Context: an optimization exercise on an open-source flow, tuned for a short achievable clock period and few clock cycles. The choices shown serve that exercise and are no tape-out recipe.
The RTL was checked by simulation tests, not by an equivalence proof against the original design.
Power is estimated from default activity; no workload was simulated.

## bmc_core
module bmc_core (
    input  wire        clk,
    input  wire        rst,
    input  wire        cmd_valid,
    input  wire [1:0]  cmd_op,
    input  wire [15:0] cfg_stride,
    input  wire [15:0] cfg_count,
    input  wire [32:0] cfg_paylen,
    output wire [13:0] status,
    output wire [32:0] payload_len,
    output wire [35:0] payload_bits,
    output wire [32:0] produced,
    output reg         rin_re,
    output reg  [31:0] rin_addr,
    input  wire [7:0]  rin_rdata,
    output reg         pres_re,
    output reg         pres_we,
    output reg  [15:0] pres_addr,
    output reg         pres_wdata,
    input  wire        pres_rdata,
    output reg         pay_re,
    output reg         pay_we,
    output reg  [32:0] pay_addr,
    output reg  [7:0]  pay_wdata,
    input  wire [7:0]  pay_rdata,
    output reg         rout_we,
    output reg  [31:0] rout_addr,
    output reg  [7:0]  rout_wdata
);
Size: ~7,500 cells after synthesis, ~1,500 flip-flops, about 340 I/O pins.
==> flow/config.mk <==
export PLATFORM = sky130hd
export DESIGN_NAME = bmc_core
export DESIGN_NICKNAME = bmc_core
export VERILOG_FILES = /design/flow/design.v
export SDC_FILE = /design/flow/constraint.sdc
export NUM_CORES = 4
export LEC_CHECK = 0
export ABC_CLOCK_PERIOD_IN_PS = 2500
export CAP_MARGIN = 20
export CORE_MARGIN = 2
export CORE_UTILIZATION = 65
export PLACE_DENSITY = 0.75
export SLEW_MARGIN = 20
==> flow/constraint.sdc <==
create_clock -name core_clock -period 10.0 [get_ports {clk}]
set_input_delay 2.0000 -clock core_clock [delete_from_list [all_inputs] [get_ports {clk}]]
set_output_delay 2.0000 -clock core_clock [all_outputs]
set_load 0.01 [all_outputs]
standard.sh (not shown) runs the stock make flow with config.mk's settings and CLKGATE_MAP_FILE= SYNTH_SCRIPT=/design/flow/synth_recipe.tcl, a recipe that flattens the netlist after the stock synthesis.
==> flow/flow/run.sh <==
#!/bin/bash
# Standard ORFS layout, with timing repair aimed well below the clock period
# (repair margin on top of the design's SDC, which is left unchanged).
set -uo pipefail
bash standard.sh SETUP_SLACK_MARGIN=7.2 finish > standard_flow.log 2>&1
Testbench counts at the start, summed over its fixed seeds: cycles 121,163.
Rerun with:
--- a/flow/design.v
+++ b/flow/design.v
@@ -558,17 +558,17 @@
                 m_n    <= m_n >> 2;
                 m_cnt  <= m_cnt - 4'd1;
                 m_busy <= ~m_fin_n;
                 m_fin  <= m_fin_n;
             end
             if (m_fin) begin
                 m_fin  <= 1'b0;
                 m_acc  <= rem_load;
-                rem_nz <= (rem_load != 32'd0);
+                rem_nz <= (m_acc != {28'd0, ec});
                 rem_ok <= 1'b1;
             end
             wgo <= ~m_fin_n & (m_fin | rem_ok | (eb_n != 4'd0));
             if (p_iss) begin
                 pr        <= pr + 16'd1;
                 pr_left   <= pr_left - 16'd1;
                 pr_more   <= (pr_left != 16'd1);
             end
Effect: Wire length increases by about 2.5%. Register-to-register slack gets better by 0.11 ns. Combinational power went up by 11%. Core utilization grows by 0.32 points. Total power climbs by about 3.3%. Non-clock buffer count goes up by 23. Clock skew barely changes. First-iteration DRC count goes down by 2.2%. Worst hold slack stays flat. Global-route usage increases by 1.1 points. Flip-flop and latch count stays the same.
Testbench counts after the change, summed over its fixed seeds: cycles 121,163.

--- another note on this design; it stands on its own ---

run A:
## bmc_core
module bmc_core (
    input  wire        clk,
    input  wire        rst,
    input  wire        cmd_valid,
    input  wire [1:0]  cmd_op,
    input  wire [15:0] cfg_stride,
    input  wire [15:0] cfg_count,
    input  wire [32:0] cfg_paylen,
    output wire [13:0] status,
    output wire [32:0] payload_len,
    output wire [35:0] payload_bits,
    output wire [32:0] produced,
    output reg         rin_re,
    output reg  [31:0] rin_addr,
    input  wire [7:0]  rin_rdata,
    output reg         pres_re,
    output reg         pres_we,
    output reg  [15:0] pres_addr,
    output reg         pres_wdata,
    input  wire        pres_rdata,
    output reg         pay_re,
    output reg         pay_we,
    output reg  [32:0] pay_addr,
    output reg  [7:0]  pay_wdata,
    input  wire [7:0]  pay_rdata,
    output reg         rout_we,
    output reg  [31:0] rout_addr,
    output reg  [7:0]  rout_wdata
);
Size: about 1400 flip-flops, about 0.071 mm² of cells after synthesis.
export LEC_CHECK = 0
export ABC_CLOCK_PERIOD_IN_PS = 2500
export CAP_MARGIN = 20
export CORE_MARGIN = 2
export CORE_UTILIZATION = 40
export PLACE_DENSITY = 0.6
export SLEW_MARGIN = 20
create_clock -name core_clock -period 10.0 [get_ports {clk}]
standard.sh (not shown) runs the stock make flow with config.mk's settings and CLKGATE_MAP_FILE= SYNTH_SCRIPT=/design/flow/synth_recipe.tcl, a recipe that flattens the netlist after the stock synthesis.
==> flow/flow/run.sh <==
#!/bin/bash
# Standard ORFS layout, with timing repair aimed well below the clock period
# (repair margin on top of the design's SDC, which is left unchanged).
set -uo pipefail
bash standard.sh SETUP_SLACK_MARGIN=7 finish > standard_flow.log 2>&1
Testbench counts of run A, summed over its fixed seeds: cycles 121,376.
> inputs changed (run A -> run B)
- SETUP_SLACK_MARGIN now 5, previously not set
==> flow/run.sh (new file) <==
#!/bin/bash
# synth_recipe.tcl (not shown) runs the flow's synth.tcl, then flattens the netlist and writes it again
# the make line also repeats each setting of config.mk as NAME=value (left out here)
make -C /OpenROAD-flow-scripts/flow DESIGN_CONFIG=/design/flow/config.mk WORK_HOME=/design/flow/orfs CLKGATE_MAP_FILE= SYNTH_SCRIPT=/design/flow/synth_recipe.tcl finish
removed: flow/flow/run.sh
removed: flow/standard.sh
==> comparison <==
Summary: with run A as the reference, footprint of the flip-flops and latches in run B moved down slightly.
Run A tops out at a higher clock frequency than run B.
NOTE wire length the detailed router placed on met1 run A->run B decreased by a few percent
Run B vs run A — critical path depth dropped 3.
Taking run B over run A, the wire length on met3 ratio works out to 0.75.
Max via total after detailed routing across run B and run A: run A
Sequential share of layout area: higher on run B
Sort run B and run A by fraction of met1 tracks used by global routing, ascending, and run B comes first.
Run B vs run A: static leakage power down in run B
Going from run A to run B, combinational share of power now smaller; cell count now smaller.
## Diff of input files: run C against run B
- SETUP_SLACK_MARGIN no longer set, was 5
- ABC_CLOCK_PERIOD_IN_PS no longer set, was 2500
==> run summary <==
Run C | stages: all done | timing, DRC, antenna: all pass. Global-route track usage on met1: run C and run B compared, higher one is run C. Going from run B to run C, the switching power was found to have gone up by about 1.4%. On relative area of non-clock buffer cells in the final design, run C and run B are basically level. Run C against run B: relative contribution of the clock network to total power shows a reduction of 0.7 points; design area shows a reduction of about 0.4%; non-clock buffer count shows a reduction of about 1.4%.

[static timing again, ports no longer ideal]
Ports are ideal in the flow. The routed layouts listed here were re-timed in OpenROAD.
Step 1 sets driving cells, clkbuf_16 on the clock port and buf_2 on the other inputs (assumed; they add their load-dependent delay and slew).
Step 2 adds t to the input delays and takes it off the output delays; t is the mean of the earliest and latest rising clock arrival at the registers after step 1. Input paths then give back, and output paths get back, about the clock's delay inside the block.
a / b / c = no drivers / after step 1 / after step 2; a / b = the first two.
run | t (ns) | setup slack, ns | worst hold slack (ns) | pins driven straight from the clock port
the first run of note 1 | 0.853 | 6.688 / 6.659 / 6.429 | 0.332 / 0.332 / 0.332 | 1
the second run of note 1 | 0.853 | 6.740 / 6.652 / 6.458 | 0.333 / 0.333 / 0.333 | 1
run A | 0.885 | 6.335 / 6.335 / 5.963 | 0.418 / 0.418 / 0.418 | 1
run B | 0.884 | 5.292 / 5.292 / 4.536 | 0.415 / 0.415 / 0.415 | 1
run C | 0.884 | 4.885 / 4.885 / 4.522 | 0.419 / 0.419 / 0.419 | 1
After both steps every run listed still meets setup and hold. The setup slack of run B, which loses most, moves by 0.000 ns with the drivers and by -0.756 ns with both steps.
